Context: an optimization exercise on an open-source flow, tuned for small area and a short achievable clock period. The choices shown serve that exercise and are no tape-out recipe. RTL that was checked went through simulation tests only; none was proved equivalent to the original. No functional check of the RTL was part of runs 1 to 6. Power is estimated from default activity; no workload was simulated.

<file path="flow/design.v">
module usim_dispatch (
    input  wire         clk,
    input  wire         rst_n,
    input  wire         cfg_we,
    input  wire [2:0]   cfg_idx,
    input  wire [16:0]  cfg_base,
    input  wire [16:0]  cfg_size,
    input  wire [3:0]   cfg_count,
    input  wire         build_start,
    output reg  [1:0]   phase,
    output reg  [1:0]   fault_code,
    output reg  [2:0]   fault_i,
    output reg  [2:0]   fault_j,
    input  wire         c_req,
    input  wire         c_we,
    input  wire [15:0]  c_addr,
    input  wire [7:0]   c_wdata,
    output reg          c_ack,
    output reg  [7:0]   c_rdata,
    output reg          m_req,
    output wire         m_we,
    output wire [15:0]  m_addr,
    output wire [7:0]   m_wdata,
    input  wire         m_ack,
    input  wire [7:0]   m_rdata,
    output reg  [7:0]   d_req,
    output wire         d_we,
    output reg  [127:0] d_off,
    output wire [7:0]   d_wdata,
    input  wire [7:0]   d_ack,
    input  wire [63:0]  d_rdata
);
    localparam NB = 8;
    localparam PH_EMPTY    = 2'd0;
    localparam PH_BUILDING = 2'd1;
    localparam PH_RUNNING  = 2'd2;
    localparam PH_DEFECT   = 2'd3;
    localparam F_RANGE   = 2'd1;
    localparam F_OVERLAP = 2'd2;
    localparam F_ZERO    = 2'd3;
    reg [15:0] nbase_r [0:NB-1];    
    reg [15:0] last_r  [0:NB-1];
    reg [3:0]  n_r;
    reg [3:0]  c;           
    reg        bvalid;      
    reg [2:0]  bb;          
    reg [2:0]  ba;          
    integer i;
    wire idle    = phase[0] == phase[1];       
    wire bld     = phase == PH_BUILDING;
    wire running = phase == PH_RUNNING;
    wire [17:0] w_s    = {1'b1, ~(cfg_base ^ cfg_size)};
    wire [17:0] w_c    = {cfg_base | cfg_size, 1'b0};
    wire [17:0] w_last = w_s + w_c;
    wire        w_zero = cfg_size == 17'd0;
    wire        w_rng  = cfg_base[16] | w_last[17] | w_last[16];
    wire        w_bad  = w_zero | w_rng;
    wire [15:0] w_nb   = {~cfg_base[15:1] & {15{~w_bad}}, ~w_zero & (w_rng | ~cfg_base[0])};
    wire [15:0] w_l    = w_last[15:0] & {16{~w_bad}};
    always @(posedge clk) begin
        if (rst_n && idle && cfg_we) begin
            nbase_r[cfg_idx] <= w_nb;
            last_r[cfg_idx]  <= w_l;
        end
    end
    function automatic [1:0] cout16(input [15:0] a, input [15:0] b);
        reg [15:0] g, p;
        integer s, k;
        begin
            g = a & b;
            p = a | b;
            for (s = 1; s < 16; s = s * 2)
                for (k = 0; k + s < 16; k = k + 2 * s) begin
                    g[k] = g[k + s] | (p[k + s] & g[k]);
                    p[k] = p[k + s] & p[k];
                end
            cout16 = {g[0], g[0] | p[0]};
        end
    endfunction
    wire [15:0] qx = ~nbase_r[c[2:0]];
    wire [15:0] x  = bld ? qx : c_addr;
    reg [NB-1:0] ge, gt, le, en, hq;
    reg [1:0]    r;
    always @* begin
        for (i = 0; i < NB; i = i + 1) begin
            r      = cout16(x, nbase_r[i]);
            gt[i]  = r[1];
            ge[i]  = r[0];
            r      = cout16(last_r[i], ~x);
            le[i]  = r[0];
            en[i]  = n_r[3] | (i < n_r[2:0]);
            hq[i]  = ge[i] & le[i];
            d_off[i*16 +: 16] = x - ~nbase_r[i];
        end
    end
    reg [NB-1:0] below;
    always @*
        for (i = 0; i < NB; i = i + 1)
            below[i] = hq[i] & en[i] & (gt[i] | (i < c));
    wire       c_bad   = ~hq[c[2:0]];
    wire       c_cand  = |below;
    wire [2:0] c_a     = {|below[7:4], |{below[7:6], below[3:2]},
                          |{below[7], below[5], below[3], below[1]}};
    always @(posedge clk) begin
        if (!rst_n) begin
            phase <= PH_EMPTY;
        end else if (idle) begin
            if (build_start) begin
                n_r    <= cfg_count;
                c      <= 4'd0;
                bvalid <= 1'b0;
                phase  <= PH_BUILDING;
            end
        end else if (bld) begin
            if (c == n_r) begin
                if (bvalid) begin
                    phase      <= PH_DEFECT;
                    fault_code <= F_OVERLAP;
                    fault_i    <= ba;
                    fault_j    <= bb;
                end else begin
                    phase      <= PH_RUNNING;
                end
            end else if (c_bad) begin
                phase      <= PH_DEFECT;
                fault_code <= qx[0] ? F_ZERO : F_RANGE;
                fault_i    <= c[2:0];
            end else begin
                c <= c + 4'd1;
                if (c_cand && !(bvalid && ge[bb])) begin
                    bvalid <= 1'b1;
                    bb     <= c[2:0];
                    ba     <= c_a;
                end
            end
        end
    end
    wire [NB-1:0] hit   = hq & en;
    wire          found = |hit;
    wire          go    = running & c_req;
    always @* begin
        d_req   = hit & {NB{go}};
        m_req   = go & ~found;
        c_ack   = go & (|(hit & d_ack) | (~found & m_ack));
        c_rdata = m_rdata & {8{~found}};
        for (i = 0; i < NB; i = i + 1)
            c_rdata = c_rdata | (d_rdata[i*8 +: 8] & {8{hit[i]}});
    end
    assign m_we    = c_we;
    assign m_addr  = c_addr;
    assign m_wdata = c_wdata;
    assign d_we    = c_we;
    assign d_wdata = c_wdata;
endmodule
</file>
<file path="flow/constraint.sdc">
create_clock -name core_clock -period 12.0 [get_ports {clk}]
set_input_delay 2.4000 -clock core_clock [delete_from_list [all_inputs] [get_ports {clk}]]
set_output_delay 2.4000 -clock core_clock [all_outputs]
set_load 0.01 [all_outputs]
</file>
<file path="flow/flow/run.sh">
#!/bin/bash
# Layout: the standard flow, with small fast port buffers and ABC left to
# map the adders itself (no ripple half/full-adder cells).
set -euo pipefail
bash standard.sh \
    "BUFFER_PORTS_ARGS=-buffer_cell sky130_fd_sc_hd__buf_1" \
    ADDER_MAP_FILE= \
    finish > standard_flow.log 2>&1
</file>
<file path="flow/config.mk">
export PLATFORM = sky130hd
export DESIGN_NAME = usim_dispatch
export DESIGN_NICKNAME = usim_dispatch
export VERILOG_FILES = /design/flow/design.v
export SDC_FILE = /design/flow/constraint.sdc
export NUM_CORES = 4
export LEC_CHECK = 0
export CAP_MARGIN = 20
export CORE_MARGIN = 2
export CORE_UTILIZATION = 40
export SLEW_MARGIN = 20
</file>
<file path="flow/standard.sh">
#!/bin/bash
# synth_recipe.tcl (not shown) runs the flow's synth.tcl, then flattens the netlist and writes it again
# the make line also repeats each setting of config.mk as NAME=value (left out here)
make -C /OpenROAD-flow-scripts/flow DESIGN_CONFIG=/design/flow/config.mk WORK_HOME=/design/flow/orfs CLKGATE_MAP_FILE= SYNTH_SCRIPT=/design/flow/synth_recipe.tcl "${@:-finish}"
</file>
==> reports/metrics.cfg, run 1 <==
[finish]
nets = 2553
postLayoutCoreUtil = 0.452
diodes = 0
fin_cells = 3112
fin_area_um2 = 23700
post_route_cells_drive_above_1_share = 0.0866
syn2layout_area_growth_pct = 12.4
fill_cells = 5032

[power]
ir_drop_uv = 114
leakage_nw = 7.62
total_power_mw = 3.57
power_density_nw_per_um2 = 151

[synthesis]
synth_edf_count = 279
synth_largest_area_cell = edfxtp_1
ys.flop_type = edfxtp_1
synth_nets = 2338
yosys-top-cells-area = edfxtp_1, xnor2_1, nor2_1
yosysSeqAreaShare = 0.403
synth_area_um2 = 21100
ys_ff_latch = 284
synthCells = 2186
async_flop_share = 0
synth_top_area_frac = 0.398
synth.distinct_cells = 96
synth_area_per_cell_um2 = 9.63
ys_warn_count = 1

[critical_path]
critPathKind = reg -> out
path_delay_family = compound AO/OA/AOI/OAI gates
path_depth = 15
r2r_setup_slack_ps = 4620
crit_arrival_ps = 7530
critical_path_required_ps = 9600
setup.worst_path.end = c_rdata[5]
cp_slowest_stage_delay_ps = 910
critPathCaptureType = output port
path_cells = buf_4, nor2b_1, a22oi_2, a31oi_4, o31ai_2, a31oi_1, o21ai_2, a211oi_1, o22ai_1, nor2_1, or4_1, or4_1, nor2_1, a211o_1, buf_1
critPathMaxFanout = 36
r2r_cells = 14
r2r-end = bb[1]$_DFFE_PP_
worst_setup_path_start_kind = flip-flop
cp_slowest_cell = a31oi_4
critPathBufInv = 2

[routing]
drc = 0
vias_per_cell = 6.11
wire_per_inst_um = 24.3
vias = 19000
first_pass_iters = 10
ant_nets = 0
drtIter0Drc = 2068
wl_um = 75700

[timing]
hold_viol = 0
timing.final.crit_share = 0.828
worstMarginPinSlew_ps = 1090
fmax_mhz = 101
whs_ps = 469
min_period_ps = 9930
fin_ws_ps = 2070
fin_skew_ps = 13.7
rsz0062_at_grt = no
setup_viol = 0
tns_ps = 0
max_slew_margin = 0.267
slew_viol_final = 0

[cts]
cts_setup_buffers = 0
postCtsResizedCells = 0
numCtsBuffers = 31
htreeDepth = 1
cts-root-buf = clkbuf_16
worstSkewPairLatency_ps = 580
cts_tree = done
cts.sinks = 284
cts.clk_slew.worst_paths_ps = 60
cts_buffer_depth = 3
hold_buffers = 0

[floorplan]
die-area_um2 = 54500
num_rows = 84
core-area_um2 = 52300
fp.dieH_um = 233
io_pins = 342
initial_utilization = 0.402
dieWidth_um = 233

[place]
dp_hpwl_um = 57100
placed_area_um2 = 22600
place_congestion = 0.941
io_buffers = 314
dp.cells = 3054
dp_worst_setup_slack_ps = 2540

[worst_hold_path]
hp-class = reg -> reg
whs_path_depth = 0

[global_route]
antenna_found_initial = 2
grt_first_pass_wirelength_um = 109000
grt_max_degree = 42
grt_pass1_vias = 17300
gr-total-overflow = 0
grt_usage = 0.266

[status]
status = finished clean

[job]
max_cap_violations = 0

-- kinds of logic after synthesis --
group	Yosys count	share of synthesized area
compound gates	614	0.210
simple gates	622	0.134
flops	284	0.403
buf+inv	252	0.0579
mux	62	0.0426
fa+ha+maj	95	0.0464
xor+xnor	257	0.107
-- metal layers --
| metal | GRT usage | vias up | routed length, um |
|---|---|---|---|
| met5 | 0 | - | 13 |
| met4 | 0.107 | 2 | 3040 |
| met3 | 0.0374 | 146 | 6270 |
| met2 | 0.426 | 946 | 34800 |
| met1 | 0.364 | 9334 | 31500 |
| li1 | - | 8600 | - |
-- how the worst min path moves through the flow --
stage                      endpoint  slack (ps)            start
6_report       fault_j[2]$_DFFE_PP_         470  bb[2]$_DFFE_PP_
3_5_place_dp   fault_j[2]$_DFFE_PP_         460  bb[2]$_DFFE_PP_
2_1_floorplan       bb[0]$_DFFE_PP_         420   c[0]$_DFFE_PP_
3_3_place_gp   fault_j[2]$_DFFE_PP_         470  bb[2]$_DFFE_PP_
5_1_grt        fault_j[2]$_DFFE_PP_         500  bb[2]$_DFFE_PP_
4_1_cts        fault_j[2]$_DFFE_PP_         480  bb[2]$_DFFE_PP_
-- report_power, final --
group	internal (mW)	switching (mW)	total (mW)
Sequential	1.11	0.0312	1.14
Clock	0.577	0.407	0.985
Combinational	0.509	0.936	1.45
Total	2.20	1.37	3.57
-- cells in the mapped netlist, types with 21 or more instances --
library cell    n
clkbuf_1       65
nand3_1        47
maj3_1         74
nand2b_1       22
xor2_1         23
inv_1          78
a21oi_1       114
nor2_1        254
o22ai_1        50
buf_1          22
o31ai_1        22
nor3_1         47
mux4_2         21
a211oi_1       28
maj3_2         21
o21ai_0        64
buf_4          40
buf_2          41
a22oi_1        48
o211ai_1       25
mux2i_1        30
nand2_1       147
edfxtp_1      279
a31oi_1        41
xnor2_1       234
and2_1         26
-- cell usage in the layout (no fill, tap or decap), types with 23 or more instances in the layout --
cell type | netlist | final
nand3_1 | 47 | 47
nor3_1 | 47 | 45
buf_1 | 22 | 314
clkbuf_16 | 0 | 31
a31oi_1 | 41 | 39
o22ai_1 | 50 | 50
a22oi_1 | 48 | 48
xnor2_1 | 234 | 234
mux2i_1 | 30 | 28
o21ai_0 | 64 | 64
buf_4 | 40 | 39
and2_1 | 26 | 26
a211oi_1 | 28 | 28
a21oi_1 | 114 | 114
o211ai_1 | 25 | 25
nor2_1 | 254 | 248
maj3_1 | 74 | 74
inv_1 | 78 | 78
xor2_1 | 23 | 23
edfxtp_1 | 279 | 279
nand2_1 | 147 | 147
-- sequential cells by signal (all words and copies together) (netlist names), named ones only --
name / count
fault_j: 3
fault_i: 3
bvalid: 1
ba: 3
bb: 3
nbase_r: 128
n_r: 4
fault_code: 2
phase: 2
c: 4
last_r: 128
-- final cells by class --
class	count	area, um2	share of cell area
timing repair buffer	356	1510	0.0640
clock inverter	22	243	0.0103
multi-input combinational	1650	11500	0.485
tap	688	861	0.0364
sequential	284	8480	0.358
inverter	78	293	0.0124
clock buffer	34	787	0.0333
==> inputs of run 2 (changes only) <==
--- a/flow/config.mk
+++ b/flow/config.mk
@@ -10,2 +10,3 @@
 export CORE_UTILIZATION = 40
+export SETUP_SLACK_MARGIN = 3
 export SLEW_MARGIN = 20
==> reports/metrics.cfg, run 2 <==
[timing]
timing.final.crit_share = 0.744  ; -0.0834
worstMarginPinSlew_ps = 1150  ; +56.9 ps
fmax_mhz = 112  ; +11%
min_period_ps = 8930  ; -1000 ps
max_slew_margin = 0.229  ; -0.0381
fin_skew_ps = 17.4  ; +3.73 ps
hold_viol = 0  ; unchanged
tns_ps = 0  ; unchanged
setup_viol = 0  ; unchanged
slew_viol_final = 0  ; unchanged
rsz0062_at_grt = yes

[floorplan]
num_rows = 84  ; unchanged
fp.dieH_um = 233  ; unchanged
io_pins = 342  ; unchanged
dieWidth_um = 233  ; unchanged
initial_utilization = 0.402  ; unchanged
die-area_um2 = 54500  ; unchanged
core-area_um2 = 52300  ; unchanged

[global_route]
antenna_found_initial = 2  ; unchanged
grt_pass1_vias = 17300  ; +0.45%
grt_first_pass_wirelength_um = 110000  ; +0.65%
grt_max_degree = 42  ; unchanged
gr-total-overflow = 0  ; unchanged
grt_usage = 0.268  ; +0.00184

[synthesis]
synth_area_per_cell_um2 = 9.63  ; unchanged
synth.distinct_cells = 96  ; unchanged
ys.flop_type = edfxtp_1
yosys-top-cells-area = edfxtp_1, xnor2_1, nor2_1
ys_warn_count = 1  ; unchanged
synth_largest_area_cell = edfxtp_1
ys_ff_latch = 284  ; unchanged
synth_common_cells = edfxtp_1, nor2_1, xnor2_1
synth_top_area_frac = 0.398  ; unchanged
yosysSeqAreaShare = 0.403  ; unchanged
synth.most_common_cell = edfxtp_1
synth_edf_count = 279  ; unchanged
synth_area_um2 = 21100  ; unchanged
synthCells = 2186  ; unchanged
synth_nets = 2338  ; unchanged
async_flop_share = 0  ; unchanged

[finish]
nets = 2555  ; +0.078%
most-common-layout-cells = buf_1, edfxtp_1, nor2_1
top_regs = last_r (128), nbase_r (128)
diodes = 0  ; unchanged
fin_area_um2 = 23800  ; +0.44%
final_common_cell = buf_1
post_route_cells_drive_above_1_share = 0.0944  ; +0.00776
syn2layout_area_growth_pct = 12.9

[routing]
wl_um = 76100  ; +0.57%
vias_per_cell = 6.13  ; +0.24%
drc = 0  ; unchanged
vias = 19100  ; +0.30%
drtIter0Drc = 2060  ; -0.39%
ant_nets = 0  ; unchanged
wire_per_inst_um = 24.4  ; +0.51%
first_pass_iters = 10  ; unchanged

[cts]
htreeDepth = 1  ; unchanged
worstSkewPairLatency_ps = 580  ; about the same
cts_tree = done
cts.clk_slew.worst_paths_ps = 60  ; about the same
cts.sinks = 284  ; unchanged
cts_buffer_depth = 3  ; unchanged
hold_buffers = 0  ; unchanged
numCtsBuffers = 31  ; unchanged
cts-root-buf = clkbuf_16
cts_setup_buffers = 0  ; unchanged

[power]
ir_drop_uv = 111  ; -2.6%
switchingPower_mw = 1.38  ; +0.60%
pwr-share-comb = 0.407  ; +0.002
p_clk_frac = 0.274  ; -0.002
total_power_mw = 3.59  ; +0.38%
swShare = 0.386  ; +0.000844
pwr-share-seq = 0.319  ; about the same
leakage_nw = 7.64  ; +0.27%
internal_power_mw = 2.20  ; +0.24%
power_density_nw_per_um2 = 151  ; about the same

[critical_path]
critPathCaptureType = output port
cp_slowest_stage_delay_ps = 620  ; -290 ps
r2r_cells = 15  ; +1
critical_path_required_ps = 9600  ; about the same
worst_path_most_repeated_cell = buf_1
critPathMaxFanout = 35  ; -2.8%
worst_setup_path_start_kind = input pin
crit_arrival_ps = 6530  ; -1000 ps
r2r-end = bb[1]$_DFFE_PP_
path_cells = buf_1, nor2_2, a31oi_4, buf_4, o31ai_1, a221oi_1, o21a_1, maj3_2, a21o_1, and3_1, or4_1, or4_4, nor2_1, a211o_1, buf_1
critPathKind = in -> out
setup.worst_path.end = c_rdata[0]
cp-startpoint = c_addr[0]
r2r_setup_slack_ps = 5510  ; +890 ps
cp_slowest_cell = or4_4

[place]
place_congestion = 0.941  ; unchanged
placed_area_um2 = 22600  ; unchanged
dp_hpwl_um = 57100  ; unchanged
io_buffers = 314  ; unchanged

[worst_hold_path]
hp-class = reg -> reg
whs_path_depth = 0  ; unchanged

[job]
max_cap_violations = 0  ; unchanged

[status]
status = finished clean

## run 2: cell type report
cell class / count / area [um2]
fillers: 5035 / 28600
flip-flops and latches: 284 / 8480
clock inverters: 22 / 243
repair buffers: 356 / 1520
inverters: 78 / 293
clock buffers: 34 / 787
multi-input cells: 1652 / 11600
well taps: 688 / 861
## run 2: worst min-delay path by stage
stage | start | end | slack (ps)
2_1_floorplan | c[0]$_DFFE_PP_ | bb[0]$_DFFE_PP_ | 420
3_3_place_gp | bb[2]$_DFFE_PP_ | fault_j[2]$_DFFE_PP_ | 470
3_5_place_dp | bb[2]$_DFFE_PP_ | fault_j[2]$_DFFE_PP_ | 460
4_1_cts | bb[2]$_DFFE_PP_ | fault_j[2]$_DFFE_PP_ | 480
5_1_grt | bb[2]$_DFFE_PP_ | fault_j[2]$_DFFE_PP_ | 500
6_report | bb[2]$_DFFE_PP_ | fault_j[2]$_DFFE_PP_ | 470
## run 2: worst max-delay path: cells and delay by family
family | cells | cell delay (ps)
adders and majority gates | 1 | 400
AOI/OAI and AO/OA | 6 | 1220
buffers and inverters | 3 | 540
and+or+nand+nor | 5 | 1940
## run 2: power by group through the flow
stage               sequential, mW  combinational (mW)  clock, mW
floorplan                     1.14               0.985          0
detailed placement            1.16                1.42          0
finish                        1.14                1.46      0.983
CTS                           1.14                1.44      0.992
global route                  1.15                1.56       1.03
global placement              1.16                1.41          0
## run 2: through the flow
stage               hold slack [ps]  std cells  worst slack [ps]  utilization
floorplan                       424       2186              4100            -
global placement                473       3053              2630        0.432
detailed placement              457       3054              2540        0.432
CTS                             476       3112              3020        0.453
global route                    501       3114              2930        0.454
finish                          467       3114              3070        0.454
## run 2: metal layers
metal  up-vias  global-route usage  wire (um)  part of all wire
met5         -                   0         13           0.00017
met3       154              0.0365       6630             0.087
met1      9369               0.368      31400              0.41
met2       948               0.426      34900              0.46
met4         2               0.111       3150             0.041
li1       8612                   -          -                 -
## run 2: kinds of logic after synthesis
kind of cell,Yosys count,share of synthesized area
buf+inv,252,0.0579
fa+ha+maj,95,0.0464
simple gates,622,0.134
compound gates,614,0.210
mux,62,0.0426
xor+xnor,257,0.107
flops,284,0.403
## run 2: what timing repair did
action,CTS,global route
setup endpoints to repair,15,15
pin swaps,2,0
cloned,2,0
resized for setup,10,10
==> inputs of run 3 (changes only) <==
--- a/flow/config.mk
+++ b/flow/config.mk
@@ -10,3 +10,3 @@
 export CORE_UTILIZATION = 40
-export SETUP_SLACK_MARGIN = 3
+export SETUP_SLACK_MARGIN = 5
 export SLEW_MARGIN = 20
==> reports/metrics.cfg, run 3 <==
[status]
status = finished clean

[cts]
worstSkewPairLatency_ps = 610  ; +30 ps
hold_buffers = 0  ; unchanged
cts-root-buf = clkbuf_16
cts_tree = done
numCtsBuffers = 31  ; unchanged
cts_buffer_depth = 3  ; unchanged
cts.clk_slew.worst_paths_ps = 60  ; about the same
htreeDepth = 1  ; unchanged
cts.sinks = 284  ; unchanged

[finish]
top_regs = last_r (128), nbase_r (128)
post_route_cells_drive_above_1_share = 0.346  ; +0.252
syn2layout_area_growth_pct = 41.2
final_common_cell = edfxtp_1
most-common-layout-cells = edfxtp_1, buf_1, nor2_1
fin_cells = 3397  ; +9.1%
fill_cells = 4426  ; -12%
nets = 2835  ; +11%

[worst_hold_path]
whs_endpoint = fault_j[2]$_DFFE_PP_
hp-class = reg -> reg
min_from = bb[2]$_DFFE_PP_
whs_path_depth = 0  ; unchanged

[floorplan]
io_pins = 342  ; unchanged
dieWidth_um = 233  ; unchanged
num_rows = 84  ; unchanged
core-area_um2 = 52300  ; unchanged
die-area_um2 = 54500  ; unchanged
initial_utilization = 0.402  ; unchanged
fp.dieH_um = 233  ; unchanged

[global_route]
grt_pass1_vias = 19200  ; +11%
gr-total-overflow = 0  ; unchanged
grt_first_pass_wirelength_um = 122000  ; +11%
grt_max_degree = 37  ; -12%
antenna_found_initial = 0  ; -2
grt_usage = 0.298  ; +0.0300

[synthesis]
synth_area_um2 = 21100  ; unchanged
ys_warn_count = 1  ; unchanged
synth.distinct_cells = 96  ; unchanged
synth_largest_area_cell = edfxtp_1
synthCells = 2186  ; unchanged
ys.flop_type = edfxtp_1
synth_top_area_frac = 0.398  ; unchanged
synth_edf_count = 279  ; unchanged
synth.most_common_cell = edfxtp_1
async_flop_share = 0  ; unchanged
yosysSeqAreaShare = 0.403  ; unchanged
yosys-top-cells-area = edfxtp_1, xnor2_1, nor2_1
synth_nets = 2338  ; unchanged
synth_common_cells = edfxtp_1, nor2_1, xnor2_1
synth_area_per_cell_um2 = 9.63  ; unchanged
ys_ff_latch = 284  ; unchanged

[job]
max_cap_violations = 0  ; unchanged

[routing]
first_pass_iters = 10  ; unchanged
wire_per_inst_um = 25.9  ; +5.8%
drc = 0  ; unchanged
vias_per_cell = 6.29  ; +2.6%
vias = 21400  ; +12%
wl_um = 87900  ; +15%
drtIter0Drc = 2486  ; +21%
ant_nets = 0  ; unchanged

[place]
dp.cells = 3050  ; -0.13%
dp_hpwl_um = 57900  ; +1.6%
place_congestion = 0.988  ; +5.0%
io_buffers = 314  ; unchanged

[timing]
rsz0062_at_grt = yes
min_period_ps = 8150  ; -778 ps
hold_viol = 0  ; unchanged
max_slew_margin = 0.316  ; +0.0867
slew_viol_final = 0  ; unchanged
worstMarginPinSlew_ps = 1010  ; -140 ps
fin_skew_ps = 24.4  ; +7.03 ps
tns_ps = 0  ; unchanged
setup_viol = 0  ; unchanged
fmax_mhz = 123  ; +9.5%
timing.final.crit_share = 0.680  ; -0.0649

[critical_path]
r2r_setup_slack_ps = 6180  ; +670 ps
critPathKind = in -> out
crit_arrival_ps = 5750  ; -780 ps
worst_setup_path_start_kind = input pin
critPathCaptureType = output port
r2r_cells = 22  ; +7
critical_path_required_ps = 9600  ; about the same
r2r-end = bb[0]$_DFFE_PP_
critPathMaxFanout = 5  ; -86%

[power]
ir_drop_uv = 129  ; +16%
leakage_nw = 10.5  ; +37%
power_density_nw_per_um2 = 150  ; -0.58%

==> run 3: cell counts after synthesis <==
No cell type changed its count.
==> run 3: worst max-delay path by stage <==
stage                    from    endpoint  slack, ps
finish              c_addr[5]       m_req       3850
floorplan           c_addr[6]   d_off[30]       4370
CTS                 c_addr[6]   d_off[30]       3890
detailed placement  c_addr[2]  c_rdata[4]       2630
global placement    c_addr[2]  c_rdata[0]       2770
global route        flip-flop       c_ack       3770
==> run 3: critical path: stages <==
cell,delay (ps)
buf_8,110
nor2_4,160
a31oi_4,90
clkbuf_16,240
o211ai_1,200
nand2_2,110
a221oi_4,320
buf_4,170
buf_6,110
a21oi_4,80
o32ai_4,160
nor2_4,70
or4_4,560
or4_4,600
buf_6,160
nor2_2,60
buf_2,140
==> run 3: cell type report <==
type                    count  area, um2  area share
flip-flops and latches    284       8480       0.285
diodes                      1       2.50   0.0000842
multi-input cells        1658      14200       0.478
inverters                  78        293     0.00985
clock inverters            25        340      0.0114
well taps                 688        861      0.0290
repair buffers            630       4760       0.160
clock buffers              33        783      0.0264
==> run 3: power by group <==
group          leakage, nW  switching, mW  internal, mW
registers             2.49         0.0351          1.11
logic                 7.41           1.23          1.01
clock network        0.547          0.426         0.645
==> run 3: metal layers <==
metal,part of all wire,GRT usage
met4,0.056,0.135
met2,0.45,0.469
met1,0.38,0.402
met3,0.11,0.0500
met5,0,0
==> run 3: metrics by stage <==
stage | util | cell area, um2 | setup WS [ps] | hold WS (ps) | total power, mW
5_1_grt | 0.568 | 29700 | 3770 | 498 | 4.60
2_1_floorplan | - | 21600 | 4370 | 424 | 2.19
3_5_place_dp | 0.441 | 23100 | 2630 | 470 | 2.64
6_report | 0.568 | 29700 | 3850 | 477 | 4.46
3_3_place_gp | 0.440 | 23000 | 2770 | 474 | 2.62
4_1_cts | 0.524 | 27400 | 3890 | 485 | 4.10
==> run 3: timing repair <==
| item | CTS | global route |
|---|---|---|
| gates cloned | 17 | 4 |
| gates resized for setup | 386 | 325 |
| setup buffers | 156 | 111 |
| pin swaps | 122 | 149 |
| setup endpoints to repair | 122 | 111 |
==> run 3: cell families (layout without fill, tap and decap cells) <==
group / count (synthesis) / count (layout) / synth area share
muxes: 62 / 63 / 0.0426
AOI/OAI and AO/OA: 614 / 620 / 0.210
DFF: 284 / 284 / 0.403
other: 0 / 1 / 0
and+or+nand+nor: 622 / 623 / 0.134
adders and majority gates: 95 / 95 / 0.0464
xor gates and xnor gates: 257 / 257 / 0.107
buffers and inverters: 252 / 766 / 0.0579
==> inputs of run 4 (changes only) <==
--- a/flow/design.v
+++ b/flow/design.v
@@ -92,3 +92,2 @@
             hq[i]  = ge[i] & le[i];
-            d_off[i*16 +: 16] = x - ~nbase_r[i];
         end
@@ -140,2 +139,10 @@
     wire          go    = running & c_req;
+    reg [15:0] nbsel;
+    always @* begin
+        nbsel = 16'd0;
+        for (i = 0; i < NB; i = i + 1)
+            nbsel = nbsel | (nbase_r[i] & {16{hit[i]}});
+        for (i = 0; i < NB; i = i + 1)
+            d_off[i*16 +: 16] = c_addr - ~nbsel;
+    end
     always @* begin
--- a/flow/config.mk
+++ b/flow/config.mk
@@ -10,3 +10,2 @@
 export CORE_UTILIZATION = 40
-export SETUP_SLACK_MARGIN = 5
 export SLEW_MARGIN = 20
==> reports/metrics.cfg, run 4 <==
[timing]
min_period_ps = 11000  ; +2850 ps
hold_viol = 0  ; unchanged
worstMarginPinSlew_ps = 1210  ; +197 ps
slew_viol_final = 0  ; unchanged
max_slew_margin = 0.194  ; -0.122
tns_ps = 0  ; unchanged
fmax_mhz = 90.9  ; -26%
timing.final.crit_share = 0.917  ; +0.238
fin_skew_ps = 21.8  ; -2.61 ps
rsz0062_at_grt = no
setup_viol = 0  ; unchanged

[cts]
htreeDepth = 2  ; +1
numCtsBuffers = 34  ; +9.7%
worstSkewPairLatency_ps = 560  ; -50 ps
cts_setup_buffers = 0  ; -100%
cts.clk_slew.worst_paths_ps = 60  ; about the same
hold_buffers = 0  ; unchanged
cts_tree = done
cts_buffer_depth = 3  ; unchanged
postCtsResizedCells = 0  ; -100%
cts.sinks = 284  ; unchanged
cts-root-buf = clkbuf_16

[finish]
fill_cells = 4858  ; +9.8%
final_common_cell = buf_1
nets = 2240  ; -21%
post_route_cells_drive_above_1_share = 0.107  ; -0.239
syn2layout_area_growth_pct = 8.63
top_regs = last_r (128), nbase_r (128)
most-common-layout-cells = buf_1, edfxtp_1, nor2_1
fin_area_um2 = 21800  ; -27%
diodes = 0  ; -1

[global_route]
gr-total-overflow = 0  ; unchanged
grt_max_degree = 45  ; +22%
grt_pass1_vias = 16900  ; -12%
antenna_found_initial = 2  ; +2
grt_usage = 0.296  ; -0.00181
grt_first_pass_wirelength_um = 115000  ; -5.6%

[floorplan]
die-area_um2 = 52000  ; -4.5%
core-area_um2 = 49900  ; -4.7%
io_pins = 342  ; unchanged
fp.dieH_um = 228  ; -2.3%
num_rows = 82  ; -2.4%
initial_utilization = 0.403  ; +0.000543
dieWidth_um = 228  ; -2.3%

[synthesis]
async_flop_share = 0  ; unchanged
synth_largest_area_cell = edfxtp_1
ys.flop_type = edfxtp_1
synth_edf_count = 279  ; unchanged
synth.most_common_cell = edfxtp_1
yosys-top-cells-area = edfxtp_1, buf_4, nor2_1
synth_common_cells = edfxtp_1, nor2_1, buf_4
synthCells = 1943  ; -11%
synth_top_area_frac = 0.417  ; +0.0192
yosysSeqAreaShare = 0.422  ; +0.0194
ys_warn_count = 1  ; unchanged
synth_nets = 2095  ; -10%
ys_ff_latch = 284  ; unchanged
synth_area_per_cell_um2 = 10.3  ; +7.3%
synth.distinct_cells = 122  ; +27%
synth_area_um2 = 20100  ; -4.6%

[routing]
wire_per_inst_um = 28.6  ; +11%
wl_um = 79800  ; -9.2%
drtIter0Drc = 2472  ; -0.56%
vias_per_cell = 6.45  ; +2.5%
drc = 0  ; unchanged
first_pass_iters = 7  ; -3
ant_nets = 0  ; unchanged
vias = 18000  ; -16%

[critical_path]
worst_setup_path_start_kind = input pin
critical_path_required_ps = 9600  ; about the same
critPathCaptureType = output port
crit_arrival_ps = 8600  ; +2850 ps
critPathKind = in -> out
critPathMaxFanout = 19  ; +14

[place]
dp_hpwl_um = 59000  ; +1.9%
io_buffers = 314  ; unchanged
place_congestion = 0.988  ; unchanged
placed_area_um2 = 20800  ; -10%

[status]
status = finished clean

[power]
power_density_nw_per_um2 = 194  ; +29%
ir_drop_uv = 137  ; +6.4%
total_power_mw = 4.23  ; -5.1%
leakage_nw = 7.15  ; -32%

[job]
max_cap_violations = 0  ; unchanged

[worst_hold_path]
hp-class = reg -> reg

[run 4: changes by cell type after synthesis, sizes merged, moves of 25 or more]
cell	delta
buf	+104
maj3	-67
inv	-25
clkbuf	-25
xnor2	-184
nor2	-92
o22ai	+25
[run 4: path summary, 6_finish.rpt]
path,slack [ps],startpoint,endpoint,cells past startpoint
setup / recovery,1000,c_addr[9],d_off[30],21
setup reg to reg,5530,flip-flop,bb[1]$_DFFE_PP_,17
hold / removal,610,bvalid$_DFFE_PP_,phase[0]$_SDFFE_PN0P_,2
hold reg to reg,610,bvalid$_DFFE_PP_,phase[0]$_SDFFE_PN0P_,2
[run 4: metal layers]
metal | global-route usage | share of wire | vias up
met5 | 0 | 0.00023 | -
met4 | 0.110 | 0.038 | 2
met3 | 0.0584 | 0.094 | 161
met2 | 0.480 | 0.47 | 1095
met1 | 0.393 | 0.40 | 8823
li1 | - | - | 7875
[run 4: per-stage QoR]
| stage | utilization | std cells | hold slack (ps) | setup slack (ps) |
|---|---|---|---|---|
| floorplan | - | 1943 | 444 | 2580 |
| global placement | 0.417 | 2724 | 584 | 1310 |
| detailed placement | 0.417 | 2724 | 578 | 1150 |
| CTS | 0.438 | 2785 | 603 | 1120 |
| global route | 0.438 | 2785 | 614 | 667 |
| finish | 0.438 | 2785 | 609 | 995 |
[run 4: cell type report]
type,count,area (um2),area share
clock inverters,17,129,0.00591
repair buffers,362,1540,0.0705
well taps,672,841,0.0385
multi-input cells,1353,9710,0.445
flip-flops and latches,284,8480,0.389
inverters,53,199,0.00912
clock buffers,44,920,0.0421
[run 4: report_power, final]
part	internal [mW]	switching [mW]
Clock	0.565	0.415
Combinational	0.680	1.41
Sequential	1.12	0.0451
[run 4: worst max-delay path, cell delays in order]
cell	delay, ps
buf_1	720
o22ai_1	190
nand2_1	110
o41ai_1	70
a221oi_1	290
o21ai_0	150
nor3_1	560
o311ai_4	280
a211oi_4	590
buf_4	430
a222oi_1	180
nand4_1	250
o2111ai_2	180
a21oi_4	190
o31ai_4	140
o221a_4	290
a2111oi_4	430
a311oi_1	110
nor3_1	250
xor2_1	550
buf_1	220
[run 4: logic make-up (layout without fill, tap and decap cells)]
| logic type | count (synthesis) | in the layout | synth area share |
|---|---|---|---|
| AO/OA/AOI/OAI | 693 | 693 | 0.277 |
| XOR/XNOR | 71 | 71 | 0.0316 |
| adder cells (fa/ha/maj) | 28 | 28 | 0.0144 |
| buffers and inverters | 306 | 476 | 0.0986 |
| flip-flops | 284 | 284 | 0.422 |
| multiplexers | 65 | 65 | 0.0364 |
| AND/OR/NAND/NOR | 496 | 496 | 0.120 |
==> inputs of run 5 (changes only) <==
--- a/flow/design.v
+++ b/flow/design.v
@@ -92,2 +92,3 @@
             hq[i]  = ge[i] & le[i];
+            d_off[i*16 +: 16] = x - ~nbase_r[i];
         end
@@ -139,10 +140,2 @@
     wire          go    = running & c_req;
-    reg [15:0] nbsel;
-    always @* begin
-        nbsel = 16'd0;
-        for (i = 0; i < NB; i = i + 1)
-            nbsel = nbsel | (nbase_r[i] & {16{hit[i]}});
-        for (i = 0; i < NB; i = i + 1)
-            d_off[i*16 +: 16] = c_addr - ~nbsel;
-    end
     always @* begin
==> flow/flow/run.sh (replaced) <==
#!/bin/bash
# Layout: the standard flow (standard.sh), with
#  - ABC mapping with flow/abc_map.script (delay-oriented) instead of ORFS's,
#  - ABC left to map the adders itself (no half/full-adder cells),
#  - small fast port buffers (buf_1) instead of clkdlybuf4s50_1.
# Everything else, the registers included, is the standard synthesis and flow.
set -euo pipefail
export MY_ABC_SCRIPT="$PWD/flow/abc_map.script"
bash standard.sh \
    "SYNTH_SCRIPT=$PWD/flow/synth.tcl" \
    "BUFFER_PORTS_ARGS=-buffer_cell sky130_fd_sc_hd__buf_1" \
    ADDER_MAP_FILE= \
    finish > standard_flow.log 2>&1
==> flow/flow/abc_map.script (new file) <==
strash
&get -n
&st
&dch
&nf
&st
&syn2
&if -g -K 6
&synch2
&nf
&put
strash
dch
map {D}
buffer
upsize {D}
dnsize {D}
stime -p
==> flow/flow/synth.tcl (new file) <==
# The standard flow's synthesis script (synth_recipe.tcl), with ORFS's ABC script replaced
# by flow/abc_map.script (delay-oriented mapping).
proc synth {args} { yosys synth -nofsm -noshare {*}$args }
proc fix_abc_script {n1 n2 op} { set ::abc_script $::env(MY_ABC_SCRIPT) }
trace add variable ::abc_script write fix_abc_script
source $::env(SCRIPTS_DIR)/synth.tcl
# left out here: clear keep_hierarchy, flatten, clean up, hide names made inside functions, write 1_2_yosys.v
==> reports/metrics.cfg, run 5 <==
[routing]
vias = 20500  ; +14%
wire_per_inst_um = 22.5  ; -21%
vias_per_cell = 5.67  ; -12%
first_pass_iters = 8  ; +1
ant_nets = 0  ; unchanged
wl_um = 81400  ; +2.0%
drtIter0Drc = 1858  ; -25%
drc = 0  ; unchanged

[timing]
worstMarginPinSlew_ps = 1100  ; -107 ps
slew_viol_final = 0  ; unchanged
tns_ps = 0  ; unchanged
fmax_mhz = 114  ; +26%
fin_ws_ps = 3240  ; +2250 ps
timing.final.crit_share = 0.730  ; -0.187
rsz0062_at_grt = no
fin_skew_ps = 16.0  ; -5.79 ps
whs_ps = 501  ; -109 ps
max_slew_margin = 0.261  ; +0.0668
setup_viol = 0  ; unchanged
hold_viol = 0  ; unchanged
min_period_ps = 8760  ; -2250 ps

[cts]
cts.sinks = 284  ; unchanged
worstSkewPairLatency_ps = 560  ; about the same
hold_buffers = 0  ; unchanged
postCtsResizedCells = 0  ; unchanged
cts-root-buf = clkbuf_16
cts_setup_buffers = 0  ; unchanged
cts.clk_slew.worst_paths_ps = 60  ; about the same
cts_tree = done
htreeDepth = 2  ; unchanged
cts_buffer_depth = 3  ; unchanged
numCtsBuffers = 35  ; +2.9%

[finish]
post_route_cells_drive_above_1_share = 0.0782  ; -0.0288
nets = 3055  ; +36%
most-common-layout-cells = nand2_1, inv_1, nor2_1
final_common_cell = nand2_1
top_regs = last_r (128), nbase_r (128)
fill_cells = 5243  ; +7.9%
fin_cells = 3618  ; +30%
syn2layout_area_growth_pct = 12.3
diodes = 0  ; unchanged

[floorplan]
die-area_um2 = 54600  ; +4.9%
dieWidth_um = 234  ; +2.4%
num_rows = 84  ; +2.4%
core-area_um2 = 52300  ; +5.0%
initial_utilization = 0.403  ; about the same
fp.dieH_um = 234  ; +2.4%
io_pins = 342  ; unchanged

[critical_path]
worst_setup_path_start_kind = flip-flop
crit_arrival_ps = 6360  ; -2240 ps
critPathMaxFanout = 56  ; +37
critPathCaptureType = output port
critical_path_required_ps = 9600  ; about the same
critPathKind = reg -> out

[global_route]
gr-total-overflow = 0  ; unchanged
grt_usage = 0.289  ; -0.00751
grt_pass1_vias = 19300  ; +15%
grt_first_pass_wirelength_um = 117000  ; +1.8%
antenna_found_initial = 1  ; -1
grt_max_degree = 57  ; +27%

[synthesis]
synth_largest_area_cell = edfxtp_1
synth.most_common_cell = nand2_1
synth_nets = 2795  ; +33%
synthCells = 2643  ; +36%
ys_ff_latch = 284  ; unchanged
ys_warn_count = 1  ; unchanged
synth_area_per_cell_um2 = 7.98  ; -23%
synth_common_cells = nand2_1, inv_1, nor2_1
synth_edf_count = 279  ; unchanged
async_flop_share = 0  ; unchanged
synth_top_area_frac = 0.397  ; -0.0199
ys.flop_type = edfxtp_1
yosysSeqAreaShare = 0.402  ; -0.0201
synth.distinct_cells = 87  ; -29%
synth_area_um2 = 21100  ; +5.0%
yosys-top-cells-area = edfxtp_1, nand2_1, inv_1

[power]
pwr-share-seq = 0.292  ; +0.017
leakage_nw = 9.79  ; +37%
switchingPower_mw = 1.69  ; -9.8%
power_density_nw_per_um2 = 165  ; -15%
internal_power_mw = 2.23  ; -5.6%
p_clk_frac = 0.271  ; +0.039
ir_drop_uv = 102  ; -26%
swShare = 0.431  ; -0.0112
pwr-share-comb = 0.437  ; -0.057

[place]
dp_worst_setup_slack_ps = 3490  ; +2340 ps
dp_hpwl_um = 62900  ; +6.5%
io_buffers = 314  ; unchanged
dp.cells = 3554  ; +30%
place_congestion = 0.975  ; -1.4%

[worst_hold_path]
min_from = bb[2]$_DFFE_PP_
hp-class = reg -> reg

[status]
status = finished clean

[job]
max_cap_violations = 0  ; unchanged

==> run 5: changes by cell type after synthesis, moves of 35 or more <==
cell	change
nand3_1	+87
nor2_1	+158
o211ai_1	+35
buf_4	-112
xor2_1	+65
inv_1	+274
nand2_1	+433
mux2i_1	-38
nand4_1	+46
o21ai_0	+42
o21ai_1	+48
a222oi_1	-41
==> run 5: area by class of cell <==
cell class / count / area [um2] / share of cell area
Clock inverter: 24 / 225 / 0.00951
Timing Repair Buffer: 343 / 1390 / 0.0589
Sequential cell: 284 / 8480 / 0.358
Tap cell: 688 / 861 / 0.0364
Clock buffer: 40 / 916 / 0.0387
Multi-Input combinational cell: 1906 / 10600 / 0.446
Inverter: 333 / 1250 / 0.0529
==> run 5: power by group through the flow <==
stage | combinational, mW | sequential, mW | clock [mW]
finish | 1.71 | 1.14 | 1.06
detailed placement | 1.68 | 1.16 | 0
floorplan | 1.15 | 1.15 | 0
global route | 1.84 | 1.15 | 1.11
CTS | 1.68 | 1.14 | 1.08
global placement | 1.66 | 1.16 | 0
==> run 5: stage by stage <==
stage               power, mW  cell area, um2   util
finish                   3.92           23700  0.452
global route             4.10           23700  0.452
CTS                      3.90           23700  0.452
detailed placement       2.84           22500  0.430
global placement         2.83           22500  0.430
floorplan                2.30           21100      -
==> run 5: kinds of logic after synthesis <==
family,Yosys count,synth area share
AND/OR/NAND/NOR,1169,0.241
AO/OA/AOI/OAI,601,0.198
buffers and inverters,453,0.102
flip-flops,284,0.402
XOR/XNOR,135,0.0560
adder cells (fa/ha/maj),1,0.000474
==> run 5: per-layer routing <==
| layer | GRT usage | wire, um |
|---|---|---|
| met2 | 0.478 | 37600 |
| met5 | 0 | 14 |
| met4 | 0.134 | 4020 |
| met3 | 0.0532 | 7130 |
| met1 | 0.365 | 32600 |
==> run 5: path summary, 6_finish.rpt <==
kind | endpoint | slack (ps) | cells past startpoint
hold reg to reg | fault_j[2]$_DFFE_PP_ | 500 | 0
setup reg to reg | ba[0]$_DFFE_PP_ | 6010 | 15
setup / recovery | c_rdata[7] | 3240 | 15
hold / removal | fault_j[2]$_DFFE_PP_ | 500 | 0
==> run 5: worst max-delay path, cell delays in order (launching register included) <==
cell	delay (ps)
dfxtp_2	830
buf_4	660
inv_4	270
nor2_1	180
o211ai_2	120
a31oi_1	910
nand2_1	230
o221ai_1	160
o21bai_1	190
a21oi_1	160
o21ai_1	280
nand3_1	510
and3_1	510
nand4_1	150
nand4_1	370
buf_1	250
==> inputs of run 6 (changes only) <==
--- a/flow/config.mk
+++ b/flow/config.mk
@@ -10,2 +10,3 @@
 export CORE_UTILIZATION = 40
+export SETUP_SLACK_MARGIN = 3
 export SLEW_MARGIN = 20
==> reports/metrics.cfg, run 6 <==
[global_route]
met3_usage = 0.0532  ; unchanged
gr-usage-met1 = 0.365  ; unchanged
grt_first_pass_wirelength_um = 117000  ; unchanged
grt_usage = 0.289  ; unchanged
grt_pass1_vias = 19300  ; unchanged
antenna_found_initial = 1  ; unchanged
grt_max_degree = 57  ; unchanged
grt_busiest_layer = met2
grt_use_met2 = 0.478  ; unchanged
gr-total-overflow = 0  ; unchanged

[synthesis]
synthSimpleGateAreaFrac = 0.241  ; unchanged
synthCells = 2643  ; unchanged
ys.flop_type = edfxtp_1
ys_warn_count = 1  ; unchanged
synth.distinct_cells = 87  ; unchanged
synth_fa_ha_area_frac = 0.000474  ; unchanged
async_flop_share = 0  ; unchanged
synth_nets = 2795  ; unchanged
synth_edf_count = 279  ; unchanged
ys_ff_latch = 284  ; unchanged
synth.most_common_cell = nand2_1
synth_largest_area_cell = edfxtp_1
synth_area_um2 = 21100  ; unchanged
synthMuxAreaShare = 0  ; unchanged
synth_top_family_by_area = simple AND/OR/NAND/NOR gates
yosys-top-cells-area = edfxtp_1, nand2_1, inv_1
synth_common_cells = nand2_1, inv_1, nor2_1
synth-xor-area-share = 0.0560  ; unchanged
synth_area_per_cell_um2 = 7.98  ; unchanged
synth_top_area_frac = 0.397  ; unchanged
synth_compound_area_frac = 0.198  ; unchanged
yosysSeqAreaShare = 0.402  ; unchanged

[timing]
fin_skew_ps = 14.9  ; -1.07 ps
hold_viol = 0  ; unchanged
timing.final.crit_share = 0.729  ; -0.000806
max_slew_margin = 0.279  ; +0.0177
rsz0062_at_grt = no
tns_ps = 0  ; unchanged
min_period_ps = 8750  ; -9.67 ps
setup_viol = 0  ; unchanged
fmax_mhz = 114  ; +0.11%
slew_viol_final = 0  ; unchanged
worstMarginPinSlew_ps = 1080  ; -26.4 ps

[floorplan]
initial_utilization = 0.403  ; unchanged
die-area_um2 = 54600  ; unchanged
dieWidth_um = 234  ; unchanged
fp.dieH_um = 234  ; unchanged
num_rows = 84  ; unchanged
io_pins = 342  ; unchanged
core-area_um2 = 52300  ; unchanged

[finish]
top_regs = last_r (128), nbase_r (128)
post_route_cells_drive_above_1_share = 0.0782  ; unchanged
multiInputGateArea_um2 = 10600  ; unchanged
most-common-layout-cells = nand2_1, inv_1, nor2_1
fill_cells = 5246  ; +0.057%
nets = 3055  ; unchanged
syn2layout_area_growth_pct = 12.3  ; about the same
final_common_cell = nand2_1
postLayoutCoreUtil = 0.453  ; about the same
seqCellArea_um2 = 8480  ; unchanged

[routing]
vias = 20600  ; +0.41%
first_pass_iters = 6  ; -2
vias_per_cell = 5.69  ; +0.39%
drc = 0  ; unchanged
wl_um = 81300  ; about the same
wire_per_inst_um = 22.5  ; about the same
drtIter0Drc = 1745  ; -6.1%
ant_nets = 0  ; unchanged

[worst_hold_path]
whs_endpoint = fault_j[2]$_DFFE_PP_
min_from = bb[2]$_DFFE_PP_
hp-class = reg -> reg
whs_path_depth = 0  ; unchanged

[cts]
hold_buffers = 0  ; unchanged
cts_buffer_depth = 3  ; unchanged
worstSkewPairLatency_ps = 560  ; about the same
cts_tree = done
cts.clk_slew.worst_paths_ps = 60  ; about the same
cts_setup_buffers = 0  ; unchanged
postCtsResizedCells = 0  ; unchanged
numCtsBuffers = 35  ; unchanged
htreeDepth = 2  ; unchanged
cts-root-buf = clkbuf_16
cts.sinks = 284  ; unchanged

[critical_path]
r2r-end = ba[1]$_DFFE_PP_
path_cells = buf_1, nand2_1, nand2_1, nand2_1, nand4_1, o21ai_1, a211oi_2, o21ai_1, nand3_1, and3_1, nand4_1, a21oi_1, buf_1
critPathKind = in -> out
cp_slowest_stage_delay_ps = 860  ; -50 ps
worst_setup_path_start_kind = input pin
crit_arrival_ps = 6350  ; about the same
critPathCaptureType = output port
critical_path_required_ps = 9600  ; about the same
r2r_cells = 15  ; unchanged
cp_slowest_cell = nand2_1
worst_path_most_repeated_cell = nand2_1
r2r_setup_slack_ps = 6220  ; +210 ps
critPathMaxFanout = 26  ; -54%

[power]
leakage_nw = 9.79  ; about the same
pwr-share-seq = 0.292  ; about the same
ir_drop_uv = 102  ; +0.19%
total_power_mw = 3.91  ; about the same
internal_power_mw = 2.23  ; about the same
switchingPower_mw = 1.68  ; -0.17%
swShare = 0.430  ; -0.000456
pwr-share-comb = 0.437  ; about the same
p_clk_frac = 0.271  ; about the same
power_density_nw_per_um2 = 165  ; about the same

[place]
dp_hpwl_um = 62900  ; unchanged
place_congestion = 0.975  ; unchanged
io_buffers = 314  ; unchanged

[job]
max_cap_violations = 0  ; unchanged

[status]
status = finished clean

-- run 6: cell counts after synthesis --
No cell type changed its count.
-- run 6: layer usage --
layer,part of all wire,vias to the layer above
met4,0.053,2
met5,0.00017,-
met1,0.40,9695
met2,0.46,1078
met3,0.089,186
li1,-,9621
-- run 6: per-stage QoR --
step                setup slack [ps]  instance area (um2)  hold WS (ps)  instances
floorplan                       5030                21100           441       2643
global placement                3630                22500           505       3553
detailed placement              3490                22500           492       3554
CTS                             3490                23700           507       3618
global route                    3100                23700           525       3618
finish                          3250                23700           501       3619
-- run 6: logic make-up (layout without fill, tap and decap cells) --
logic type,Yosys count,in the layout
flops,284,284
xor+xnor,135,135
simple gates,1169,1169
buf+inv,453,740
compound gates,601,601
fa+ha+maj,1,1
other cells,0,1
-- run 6: power by group through the flow --
stage / clock [mW] / sequential (mW) / combinational [mW]
final: 1.06 / 1.14 / 1.71
after global routing: 1.11 / 1.15 / 1.84
after CTS: 1.08 / 1.14 / 1.68
after detailed placement: 0 / 1.16 / 1.68
after global placement: 0 / 1.16 / 1.66
after floorplan: 0 / 1.15 / 1.15
-- run 6: worst max-delay path: cells and delay by family --
kind,cells,cell delay [ps]
simple gates,7,2560
compound gates,4,1010
buf+inv,2,380
-- run 6: cell type report --
cell class | instances | share of cell area
Antenna cell | 1 | 0.000106
Clock buffer | 40 | 0.0387
Clock inverter | 24 | 0.00951
Inverter | 333 | 0.0529
Multi-Input combinational cell | 1906 | 0.446
Sequential cell | 284 | 0.358
Tap cell | 688 | 0.0363
Timing Repair Buffer | 343 | 0.0590
-- run 6: worst max-delay path by stage --
stage,from,to,slack (ps),cells after the start
detailed placement,c_addr[11],c_ack,3490,13
global route,c_addr[2],c_ack,3100,12
global placement,c_addr[2],c_ack,3630,12
finish,c_addr[11],c_ack,3250,13
floorplan,c_addr[1],c_ack,5030,15
CTS,c_addr[11],c_ack,3490,13
==> inputs of run 7 (changes only) <==
--- a/flow/design.v
+++ b/flow/design.v
@@ -40,4 +40,4 @@
     localparam F_ZERO    = 2'd3;
-    reg [15:0] nbase_r [0:NB-1];    
-    reg [15:0] last_r  [0:NB-1];
+    reg [16*NB-1:0] nbase_f;       
+    reg [16*NB-1:0] last_f;        
     reg [3:0]  n_r;
@@ -47,2 +47,3 @@
     reg [2:0]  ba;          
+    reg        qsel;        
     integer i;
@@ -59,8 +60,8 @@
     wire [15:0] w_l    = w_last[15:0] & {16{~w_bad}};
-    always @(posedge clk) begin
-        if (rst_n && idle && cfg_we) begin
-            nbase_r[cfg_idx] <= w_nb;
-            last_r[cfg_idx]  <= w_l;
-        end
-    end
+    always @(posedge clk)
+        for (i = 0; i < NB; i = i + 1)
+            if (rst_n && idle && cfg_we && cfg_idx == i) begin
+                nbase_f[16*i +: 16] <= w_nb;
+                last_f[16*i +: 16]  <= w_l;
+            end
     function automatic [1:0] cout16(input [15:0] a, input [15:0] b);
@@ -79,4 +80,10 @@
     endfunction
-    wire [15:0] qx = ~nbase_r[c[2:0]];
-    wire [15:0] x  = bld ? qx : c_addr;
+    reg [15:0] qx;
+    always @* begin
+        qx = 16'd0;
+        for (i = 0; i < NB; i = i + 1)
+            if (c[2:0] == i)
+                qx = ~nbase_f[16*i +: 16];
+    end
+    wire [15:0] x  = qsel ? qx : c_addr;
     reg [NB-1:0] ge, gt, le, en, hq;
@@ -85,6 +92,6 @@
         for (i = 0; i < NB; i = i + 1) begin
-            r      = cout16(x, nbase_r[i]);
+            r      = cout16(x, nbase_f[16*i +: 16]);
             gt[i]  = r[1];
             ge[i]  = r[0];
-            r      = cout16(last_r[i], ~x);
+            r      = cout16(last_f[16*i +: 16], ~x);
             le[i]  = r[0];
@@ -92,3 +99,3 @@
             hq[i]  = ge[i] & le[i];
-            d_off[i*16 +: 16] = x - ~nbase_r[i];
+            d_off[i*16 +: 16] = x - ~nbase_f[16*i +: 16];
         end
@@ -106,4 +113,6 @@
             phase <= PH_EMPTY;
+            qsel  <= 1'b0;
         end else if (idle) begin
             if (build_start) begin
+                qsel   <= 1'b1;
                 n_r    <= cfg_count;
@@ -115,2 +124,3 @@
             if (c == n_r) begin
+                qsel <= 1'b0;
                 if (bvalid) begin
@@ -124,2 +134,3 @@
             end else if (c_bad) begin
+                qsel       <= 1'b0;
                 phase      <= PH_DEFECT;
--- a/flow/config.mk
+++ b/flow/config.mk
@@ -9,4 +9,4 @@
 export CORE_MARGIN = 2
-export CORE_UTILIZATION = 40
-export SETUP_SLACK_MARGIN = 3
+export CORE_UTILIZATION = 65
+export SETUP_SLACK_MARGIN = 4
 export SLEW_MARGIN = 20
==> reports/metrics.cfg, run 7 <==
[synthesis]
ys.flop_type = edfxtp_1
yosysSeqAreaShare = 0.398  ; -0.00379
synth.most_common_cell = nand2_1
ys_warn_count = 1  ; unchanged
synth_area_um2 = 21200  ; +0.47%
synth_edf_count = 279  ; unchanged
ys_ff_latch = 282  ; -0.70%
yosys-top-cells-area = edfxtp_1, nand2_1, inv_1
synth_area_per_cell_um2 = 7.73  ; -3.2%
synth_common_cells = nand2_1, inv_1, nor2_1
synth_largest_area_cell = edfxtp_1
synth_nets = 2895  ; +3.6%
synthCells = 2743  ; +3.8%
synth.distinct_cells = 82  ; -5.7%
synth_top_area_frac = 0.395  ; -0.00188
async_flop_share = 0  ; unchanged

[floorplan]
dieWidth_um = 185  ; -21%
num_rows = 66  ; -21%
fp.dieH_um = 185  ; -21%
core-area_um2 = 32300  ; -38%
initial_utilization = 0.656  ; +0.253
io_pins = 342  ; unchanged
die-area_um2 = 34100  ; -38%

[timing]
hold_viol = 0  ; unchanged
worstMarginPinSlew_ps = 1120  ; +42.0 ps
max_slew_margin = 0.255  ; -0.0237
setup_viol = 0  ; unchanged
timing.final.crit_share = 0.674  ; -0.0553
tns_ps = 0  ; unchanged
slew_viol_final = 0  ; unchanged
fmax_mhz = 124  ; +8.2%
min_period_ps = 8080  ; -664 ps
fin_skew_ps = 12.7  ; -2.29 ps
rsz0062_at_grt = yes

[cts]
cts.sinks = 282  ; -0.70%
cts_tree = done
htreeDepth = 1  ; -1
cts-root-buf = clkbuf_16
cts.clk_slew.worst_paths_ps = 70  ; about the same
numCtsBuffers = 31  ; -11%
worstSkewPairLatency_ps = 620  ; +60 ps
cts_buffer_depth = 3  ; unchanged

[critical_path]
critPathKind = reg -> out
r2r_setup_slack_ps = 6340  ; +120 ps
critPathBufInv = 4  ; +2
worst_setup_path_start_kind = flip-flop
cp_slowest_cell = o21a_2
critical_path_required_ps = 9600  ; about the same
cp_slowest_stage_delay_ps = 490  ; -370 ps
path_delay_family = compound AO/OA/AOI/OAI gates
critPathMaxFanout = 32  ; +23%
critPathCaptureType = output port
path_cells = buf_4, inv_4, buf_4, nand2_1, a21oi_1, a31oi_2, o21ai_4, o21a_2, nor2_1, o21ai_1, o21ai_0, a21boi_1, nand2_2, nand3_2, o211a_4, nand4_1, a21oi_1, buf_1
crit_arrival_ps = 5680  ; -670 ps

[routing]
drtIter0Drc = 3649  ; +110%
wire_per_inst_um = 25.1  ; +12%
ant_nets = 0  ; unchanged
vias = 23400  ; +14%
vias_per_cell = 6.67  ; +17%
wl_um = 88000  ; +8.2%
drc = 0  ; unchanged
first_pass_iters = 8  ; +2

[finish]
nets = 3181  ; +4.1%
most-common-layout-cells = nand2_1, inv_1, buf_1
syn2layout_area_growth_pct = 13.2
postLayoutCoreUtil = 0.743  ; +0.291
top_regs = last_f (128), nbase_f (128)
post_route_cells_drive_above_1_share = 0.0780  ; -0.000175
final_common_cell = nand2_1
fin_area_um2 = 24000  ; +1.3%

[global_route]
grt_first_pass_wirelength_um = 127000  ; +8.4%
antenna_found_initial = 12  ; +11
grt_max_degree = 46  ; -19%
gr-total-overflow = 0  ; unchanged
grt_pass1_vias = 21500  ; +11%
grt_usage = 0.507  ; +0.218

[status]
status = finished clean

[power]
ir_drop_uv = 153  ; +50%
power_density_nw_per_um2 = 147  ; -11%
leakage_nw = 10.0  ; +2.3%

[place]
io_buffers = 314  ; unchanged
place_congestion = 1.06  ; +8.6%
placed_area_um2 = 22500  ; -0.12%
dp_hpwl_um = 64700  ; +3.0%

[worst_hold_path]
hp-class = reg -> reg

[job]
max_cap_violations = 0  ; unchanged

[run 7: final cells by class]
class / instances / area (um2)
Inverter: 346 / 1300
Multi-Input combinational cell: 1998 / 11000
Sequential cell: 282 / 8440
Clock buffer: 38 / 802
Tap cell: 442 / 553
Timing Repair Buffer: 370 / 1670
Antenna cell: 12 / 30.0
Fill cell: 2475 / 8300
Clock inverter: 18 / 173
[run 7: logic make-up (layout without fill, tap and decap cells)]
logic type | after synthesis | in the layout | synth area share
and+or+nand+nor | 1204 | 1204 | 0.244
AOI/OAI and AO/OA | 658 | 659 | 0.204
buffers and inverters | 464 | 772 | 0.0987
DFF | 282 | 282 | 0.398
xor gates and xnor gates | 134 | 134 | 0.0554
adders and majority gates | 1 | 1 | 0.000472
other | 0 | 12 | 0
[run 7: stage by stage]
stage,power (mW),hold WS [ps],setup slack [ps],std cells
finish,3.53,471,3920,3506
global route,3.63,517,3750,3498
CTS,3.39,469,4000,3481
detailed placement,2.45,464,3530,3420
global placement,2.42,467,3600,3420
floorplan,2.00,443,4890,2743
[run 7: timing repair]
action / CTS / global route
resized for setup: 25 / 50
setup buffers: 4 / 13
cloned: 1 / 0
endpoints found under the setup margin: 29 / 30
pin swaps: 2 / 7
hold buffers: 0 / 0
[run 7: power by group]
| part | leakage (nW) | switching, mW | internal [mW] |
|---|---|---|---|
| combinational | 6.86 | 1.04 | 0.423 |
| clock | 0.466 | 0.429 | 0.521 |
| sequential | 2.69 | 0.0121 | 1.10 |
| total | 10.0 | 1.49 | 2.05 |
[run 7: layer usage]
metal  GRT usage  wire [um]
met1       0.583      28100
met2       0.768      38000
met3       0.193      13800
met4       0.375       7910
met5      0.0267        170
[run 7: final timing paths]
kind / from / to / cells after the start
max: c[0]$_SDFFCE_PP0P_ / c_ack / 18
min: c[1]$_SDFFCE_PP0P_ / bb[1]$_DFFE_PP_ / 0
max reg2reg: c[0]$_SDFFCE_PP0P_ / bb[2]$_DFFE_PP_ / 17
min reg2reg: c[1]$_SDFFCE_PP0P_ / bb[1]$_DFFE_PP_ / 0
==> inputs of run 8 (changes only) <==
--- a/flow/flow/abc_map.script
+++ b/flow/flow/abc_map.script
@@ -12,3 +12,3 @@
 strash
-dch
+dc2
 map {D}
--- a/flow/config.mk
+++ b/flow/config.mk
@@ -10,3 +10,3 @@
 export CORE_UTILIZATION = 65
-export SETUP_SLACK_MARGIN = 4
+export CTS_BUF_LIST = sky130_fd_sc_hd__clkbuf_4 sky130_fd_sc_hd__clkbuf_8
 export SLEW_MARGIN = 20
==> reports/metrics.cfg, run 8 <==
[status]
status = finished clean

[critical_path]
r2r_cells = 19  ; +2
cp-startpoint = c[0]$_SDFFCE_PP0P_
crit_arrival_ps = 7140  ; +1460 ps
critPathBufInv = 2  ; -2
path_cells = buf_4, nand2_2, nor2_4, a221oi_1, nand3_1, o21a_1, nor2_1, o21ai_0, o21ai_1, o21ai_2, a21oi_2, a21boi_2, nor2_1, nor2_1, o21ai_2, nand3_2, nand3_2, a21oi_4, nand4_1, a21oi_1, buf_1
r2r_start = c[0]$_SDFFCE_PP0P_
cp_slowest_cell = edfxtp_1
cp_slowest_stage_delay_ps = 870  ; +380 ps
critPathCaptureType = output port
critPathMaxFanout = 44  ; +38%
critical_path_required_ps = 9600  ; about the same
path_delay_family = compound AO/OA/AOI/OAI gates
path_depth = 21  ; +3
worst_path_most_repeated_cell = nor2_1
critPathKind = reg -> out
worst_setup_path_start_kind = flip-flop

[timing]
min_period_ps = 9540  ; +1450 ps
slew_viol_final = 0  ; unchanged
fin_skew_ps = 27.8  ; +15.2 ps
tns_ps = 0  ; unchanged
fmax_mhz = 105  ; -15%
fin_ws_ps = 2460  ; -1450 ps
setup_viol = 0  ; unchanged
whs_ps = 496  ; +24.9 ps
timing.final.crit_share = 0.795  ; +0.121
rsz0062_at_grt = no
hold_viol = 0  ; unchanged
worstMarginPinSlew_ps = 1300  ; +184 ps
max_slew_margin = 0.133  ; -0.122

[place]
dp_hpwl_um = 57500  ; -11%
placed_area_um2 = 21100  ; -6.2%
place_congestion = 1.06  ; about the same
dp_worst_setup_slack_ps = 3520  ; -4.17 ps
io_buffers = 314  ; unchanged

[finish]
final_common_cell = nand2_1
top_regs = last_f (128), nbase_f (128)
post_route_cells_drive_above_1_share = 0.0749  ; -0.00310
postLayoutCoreUtil = 0.726  ; -0.0169
fill_cells = 2372  ; -4.2%
syn2layout_area_growth_pct = 10.9
most-common-layout-cells = nand2_1, nor2_1, buf_1
fin_area_um2 = 22000  ; -8.1%
nets = 2911  ; -8.5%

[synthesis]
synth-xor-area-share = 0.0546  ; -0.000740
synth_compound_area_frac = 0.197  ; -0.00603
synth_top_area_frac = 0.421  ; +0.0262
synthSimpleGateAreaFrac = 0.229  ; -0.0149
synth_common_cells = nand2_1, nor2_1, inv_1
synth_edf_count = 279  ; unchanged
yosysSeqAreaShare = 0.424  ; +0.0264
synth_nets = 2632  ; -9.1%
synthCells = 2480  ; -9.6%
synth_area_per_cell_um2 = 8.02  ; +3.7%
synth.distinct_cells = 84  ; +2.4%
ys_warn_count = 1  ; unchanged
synth_fa_ha_area_frac = 0  ; -0.000472
synth_largest_area_cell = edfxtp_1
ys.flop_type = edfxtp_1
synth_area_um2 = 19900  ; -6.2%
yosys-top-cells-area = edfxtp_1, nand2_1, nor2_1
synth_top_family_by_area = simple AND/OR/NAND/NOR gates
synth.most_common_cell = nand2_1
async_flop_share = 0  ; unchanged
ys_ff_latch = 282  ; unchanged
synthMuxAreaShare = 0  ; unchanged

[global_route]
grt_pass1_vias = 19500  ; -9.7%
gr-total-overflow = 0  ; unchanged
grt_first_pass_wirelength_um = 111000  ; -12%
antenna_found_initial = 10  ; -2
grt_max_degree = 45  ; -2.2%
grt_usage = 0.476  ; -0.0308

[cts]
cts_setup_buffers = 0  ; -4
worstSkewPairLatency_ps = 640  ; +20 ps
numCtsBuffers = 47  ; +52%
cts.clk_slew.worst_paths_ps = 60  ; about the same
cts.sinks = 282  ; unchanged
cts_buffer_depth = 3  ; unchanged
cts_tree = done
htreeDepth = 2  ; +1
hold_buffers = 0  ; unchanged
cts-root-buf = clkbuf_8
postCtsResizedCells = 0  ; -100%

[floorplan]
num_rows = 64  ; -3.0%
core-area_um2 = 30300  ; -6.0%
io_pins = 342  ; unchanged
die-area_um2 = 32000  ; -6.1%
fp.dieH_um = 179  ; -3.1%
initial_utilization = 0.655  ; -0.00142
dieWidth_um = 179  ; -3.1%

[worst_hold_path]
min_from = phase[1]$_SDFFE_PN0P_
hp-class = reg -> reg
whs_path_depth = 2  ; +2

[power]
ir_drop_uv = 108  ; -30%
power_density_nw_per_um2 = 143  ; -2.7%
leakage_nw = 9.07  ; -9.4%

[routing]
first_pass_iters = 10  ; +2
wl_um = 77200  ; -12%
drtIter0Drc = 3079  ; -16%
ant_nets = 0  ; unchanged
vias_per_cell = 6.54  ; -2.0%
drc = 0  ; unchanged
wire_per_inst_um = 24.2  ; -3.7%
vias = 20900  ; -11%

[job]
max_cap_violations = 0  ; unchanged

run 8: layout make-up:
| class | count | area (um2) | area share |
|---|---|---|---|
| Sequential cell | 282 | 8440 | 0.383 |
| Clock inverter | 16 | 109 | 0.00494 |
| Multi-Input combinational cell | 1772 | 9620 | 0.436 |
| Timing Repair Buffer | 340 | 1370 | 0.0623 |
| Inverter | 316 | 1190 | 0.0538 |
| Tap cell | 396 | 495 | 0.0225 |
| Antenna cell | 8 | 20.0 | 0.000908 |
| Clock buffer | 65 | 801 | 0.0363 |
run 8: routing by layer:
metal | track usage | vias up | wire length [um]
li1 | - | 9154 | -
met1 | 0.553 | 9557 | 25000
met2 | 0.736 | 1761 | 34400
met3 | 0.175 | 403 | 11800
met4 | 0.321 | 8 | 5970
met5 | 0 | - | 57
run 8: cells by family after synthesis:
logic type / after synthesis
compound gates: 584
simple gates: 1064
flops: 282
xor+xnor: 124
buf+inv: 426
run 8: worst register-to-register path, delay by kind of cell, from the launching register on:
kind / cells / cell delay [ps]
AO/OA/AOI/OAI: 11 / 2860
buffers and inverters: 2 / 730
AND/OR/NAND/NOR: 6 / 1780
flip-flops: 1 / 870
run 8: worst paths after layout:
kind / to / slack, ps
setup reg to reg: fault_i[2]$_DFFE_PP_ / 5380
hold / removal: phase[1]$_SDFFE_PN0P_ / 500
setup / recovery: c_ack / 2460
hold reg to reg: phase[1]$_SDFFE_PN0P_ / 500
run 8: report_power, final:
| part | internal [mW] | total [mW] | switching (mW) |
|---|---|---|---|
| combinational | 0.333 | 1.17 | 0.842 |
| sequential | 1.11 | 1.12 | 0.0151 |
| clock | 0.453 | 0.865 | 0.412 |
| total | 1.89 | 3.16 | 1.27 |
run 8: through the flow:
step                total power, mW  instances
floorplan                      1.86       2480
global placement               2.22       3106
detailed placement             2.24       3106
CTS                            3.08       3187
global route                   3.26       3189
finish                         3.16       3195

[separate check: timing with driven ports]
The flow's constraints put no driver on any port. The routed layouts listed below were extracted and timed again, unchanged, in two steps.
Step 1 sets driving cells, clkbuf_16 on the clock port and buf_2 on the other inputs (assumed; they add their load-dependent delay and slew).
Step 2 also shifts input and output timing later by t, the mid clock arrival at the registers, as if the neighbouring blocks saw the same clock.
Three values: ideal, step 1, step 2; two values: the first two.
run | t (ns) | setup WS [ns] | worst hold slack (ns) | worst setup path after step 2 | latest minus earliest clock arrival (ns)
run 1 | 0.631 | 2.067 / 2.011 / 2.315 | 0.469 / 0.469 / 0.469 | input to output | 0.016 / 0.016
run 2 | 0.631 | 3.067 / 3.043 / 3.043 | 0.467 / 0.467 / 0.467 | input to output | 0.021 / 0.021
run 3 | 0.661 | 3.846 / 3.801 / 3.801 | 0.477 / 0.477 / 0.477 | input to output | 0.026 / 0.026
run 4 | 0.604 | 0.995 / 0.969 / 0.969 | 0.609 / 0.609 / 0.609 | input to output | 0.022 / 0.022
run 5 | 0.600 | 3.241 / 3.189 / 3.254 | 0.501 / 0.501 / 0.501 | input to output | 0.019 / 0.018
run 6 | 0.599 | 3.251 / 3.227 / 3.227 | 0.501 / 0.501 / 0.501 | input to output | 0.018 / 0.018
run 7 | 0.665 | 3.915 / 3.860 / 3.955 | 0.471 / 0.471 / 0.471 | input to output | 0.016 / 0.016
run 8 | 0.677 | 2.463 / 2.412 / 2.957 | 0.496 / 0.496 / 0.496 | input to output | 0.032 / 0.032
After both steps setup and hold are still met in every run listed. For run 3, which loses most, drivers alone change the setup slack by -0.045 ns; drivers and shift together by -0.045 ns.
